This design comes from an exercise in tuning for a short achievable clock period and few clock cycles on the open sky130 flow, not from production work.
The RTL was checked by simulation tests, not by an equivalence proof against the original design.
The flow treats the clock pin as an ideal source. Dropping or thinning the clock tree relies on that and would not hold on a real chip.
Power and IR drop assume default switching activity.

## old
==> flow/design.v (excerpt) <==
module ssq_symdec (
    input  wire        clk,
    input  wire        rst,
    input  wire        in_valid,
    output wire        in_ready,
    input  wire [7:0]  in_data,
    input  wire        in_last,
    output reg         out_valid,
    input  wire        out_ready,
    output reg  [7:0]  out_data,
    output reg         out_last,
    output reg  [1:0]  out_err,
    output reg  [15:0] out_err_pos,
    output reg  [7:0]  out_err_val,
    output reg  [2:0]  out_pad
);
Size: about 2500 cells after synthesis, roughly 53 I/O pins, roughly 30000 sq um of cells after synthesis.
Settings: LEC_CHECK=0, CAP_MARGIN=20, CORE_MARGIN=2, CORE_UTILIZATION=60, SETUP_SLACK_MARGIN=3.3, SLEW_MARGIN=20; clock period 5.0 ns.
standard.sh (not shown) runs the stock make flow with config.mk's settings and CLKGATE_MAP_FILE= SYNTH_SCRIPT=/design/flow/synth_recipe.tcl, a recipe that flattens the netlist after the stock synthesis.
==> flow/flow/run.sh <==
#!/bin/bash
# Standard layout, except that:
#  - the port buffers are buf_4 (the resizer sizes them later), and
#  - the clock tree is built by flow/tree.tcl (a two-level tree of clkinv_16)
#    in place of clock_tree_synthesis.
# Each step's output goes to a log file of its own in this folder.
set -euo pipefail
here=$(pwd)
ports="BUFFER_PORTS_ARGS=-buffer_cell sky130_fd_sc_hd__buf_4"

bash standard.sh synth > log_1_synth.txt 2>&1
bash standard.sh "$ports" place > log_2_place.txt 2>&1

# ORFS's scripts with cts.tcl swapped for ours, used for the CTS step only
rm -rf "$here/cts_scripts"
cp -r "$FLOW_HOME/scripts" "$here/cts_scripts"
cp "$here/flow/cts.tcl" "$here/cts_scripts/cts.tcl"
FLOW_TREE_TCL="$here/flow/tree.tcl" bash standard.sh "$ports" do-4_1_cts do-4_cts \
  SCRIPTS_DIR="$here/cts_scripts" > log_3_cts.txt 2>&1

bash standard.sh "$ports" finish > log_4_finish.txt 2>&1
==> flow/flow/cts.tcl <==
utl::set_metrics_stage "cts__{}"
source $::env(SCRIPTS_DIR)/load.tcl
source $::env(SCRIPTS_DIR)/lec_check.tcl
erase_non_stage_variables cts
load_design 3_place.odb 3_place.sdc
source_step_tcl PRE CTS

# Clone clock tree inverters next to register loads
# so cts does not try to buffer the inverted clocks.
repair_clock_inverters

proc save_progress { stage } {
  puts "Run 'make gui_$stage.odb' to load progress snapshot"
  orfs_write_db $::env(RESULTS_DIR)/$stage.odb
  orfs_write_sdc $::env(RESULTS_DIR)/$stage.sdc
}

# Run CTS
set cts_args [list \
  -sink_clustering_enable \
  -repair_clock_nets]

append_env_var cts_args CTS_BUF_DISTANCE -distance_between_buffers 1
append_env_var cts_args CTS_CLUSTER_SIZE -sink_clustering_size 1
append_env_var cts_args CTS_CLUSTER_DIAMETER -sink_clustering_max_diameter 1
append_env_var cts_args CTS_BUF_LIST -buf_list 1
append_env_var cts_args CTS_LIB_NAME -library 1


if { [env_var_exists_and_non_empty CTS_ARGS] } {
  set cts_args $::env(CTS_ARGS)
}

set_dont_use $::env(DONT_USE_CELLS)

# A two-level clock tree instead of clock_tree_synthesis: the clock port
# drives 4 root inverters, each drives the leaf inverters of its quarter of
# the die, and each leaf inverter drives about 35 flip-flops.
source $::env(FLOW_TREE_TCL)
build_clock_tree clk 4 35 sky130_fd_sc_hd__clkinv_16 sky130_fd_sc_hd__clkinv_16

utl::push_metrics_stage "cts__{}__pre_repair_timing"
log_cmd estimate_parasitics -placement
if { $::env(DETAILED_METRICS) } {
  report_metrics 4 "cts pre-repair-timing"
}
utl::pop_metrics_stage

set_placement_padding -global \
  -left $::env(CELL_PAD_IN_SITES_DETAIL_PLACEMENT) \
  -right $::env(CELL_PAD_IN_SITES_DETAIL_PLACEMENT)

set result [catch { detailed_placement } msg]
if { $result != 0 } {
  save_progress 4_1_error
  error "Detailed placement failed in CTS: $msg"
}

log_cmd estimate_parasitics -placement

if { $::env(CTS_SNAPSHOTS) } {
  save_progress 4_1_pre_repair_hold_setup
}

if { !$::env(SKIP_CTS_REPAIR_TIMING) } {
  if { $::env(EQUIVALENCE_CHECK) } {
    write_eqy_verilog 4_before_rsz.v
  }
  if { $::env(LEC_CHECK) } {
    write_lec_verilog 4_before_rsz_lec.v
  }

  repair_timing_helper

  if { $::env(EQUIVALENCE_CHECK) } {
    run_equivalence_test
  }
  if { $::env(LEC_CHECK) } {
    write_lec_verilog 4_after_rsz_lec.v
    run_lec_test 4_rsz 4_before_rsz_lec.v 4_after_rsz_lec.v
  }

  set result [catch { detailed_placement } msg]
  if { $result != 0 } {
    save_progress 4_1_error
    error "Detailed placement failed in CTS: $msg"
  }

  check_placement -verbose
}

report_metrics 4 "cts final"

source_step_tcl POST CTS

orfs_write_db $::env(RESULTS_DIR)/4_1_cts.odb
orfs_write_sdc $::env(RESULTS_DIR)/4_cts.sdc
Other scripts of this flow, unchanged in this note and not shown: flow/flow/tree.tcl
old went all the way through synthesis, placement and routing and the layout is clean on timing, DRC and antenna.
Testbench counts of old, summed over its fixed seeds: cycles 69,243.
Changes in new relative to old:
- changing CORE_UTILIZATION from 60 to 55
- changing SETUP_SLACK_MARGIN from 3.3 to 3.4
diff --git a/flow/flow/cts.tcl b/flow/flow/cts.tcl
--- a/flow/flow/cts.tcl
+++ b/flow/flow/cts.tcl
@@ -36,7 +36,7 @@
 # A two-level clock tree instead of clock_tree_synthesis: the clock port
 # drives 4 root inverters, each drives the leaf inverters of its quarter of
-# the die, and each leaf inverter drives about 35 flip-flops.
+# the die, and each leaf inverter drives about 28 flip-flops.
 source $::env(FLOW_TREE_TCL)
-build_clock_tree clk 4 35 sky130_fd_sc_hd__clkinv_16 sky130_fd_sc_hd__clkinv_16
+build_clock_tree clk 4 28 sky130_fd_sc_hd__clkinv_16 sky130_fd_sc_hd__clkinv_16
 
 utl::push_metrics_stage "cts__{}__pre_repair_timing"
==> comparison <==
Compared with old, new shows power consumed by combinational cells higher by about 19%. Against old, final cell count without fillers in new rose by a few percent. Of the two values seen for timing startpoint of the critical path, out_err_val[6] was produced by old and out_err_val[7] by new. In new the combinational power share turned out 0.2 points higher than in old. Summary: with old as the reference, clock power in new moved up by more than 10%. old -> new: via count of the routed design increased by a few percent. When new is measured against old, its overall track demand over capacity in global routing turns out 1.5 points lower. Area growth from synthesis to final layout (lower): old.
In every run of this note, the design's own scripts or RTL, not TritonCTS, make the clock network.

-- re-timing with driven ports --
How much do the figures lean on ideal ports? The routed layouts below were timed once more, with nothing changed but the port constraints. Step 1 sets driving cells, clkbuf_16 on the clock port and buf_2 on the other inputs (assumed; they add their load-dependent delay and slew). Step 2, shift: input delay + t, output delay - t, t = (earliest + latest rising clock arrival at the registers) / 2. This alone moves slack from input paths to output paths. Three values: ideal, step 1, step 2; two values: the first two.
run | shift t [ns] | setup WS [ns] | worst setup path at the end | clock arrival spread, ns
old | 0.528 | 3.239 / 2.989 / 2.829 | input to register | 0.027 / 0.027
new | 0.576 | 3.216 / 2.955 / 2.735 | input to register | 0.028 / 0.030
After both steps every run listed still meets setup and hold. For new, which loses most, drivers alone change the setup slack by -0.261 ns; drivers and shift together by -0.481 ns.
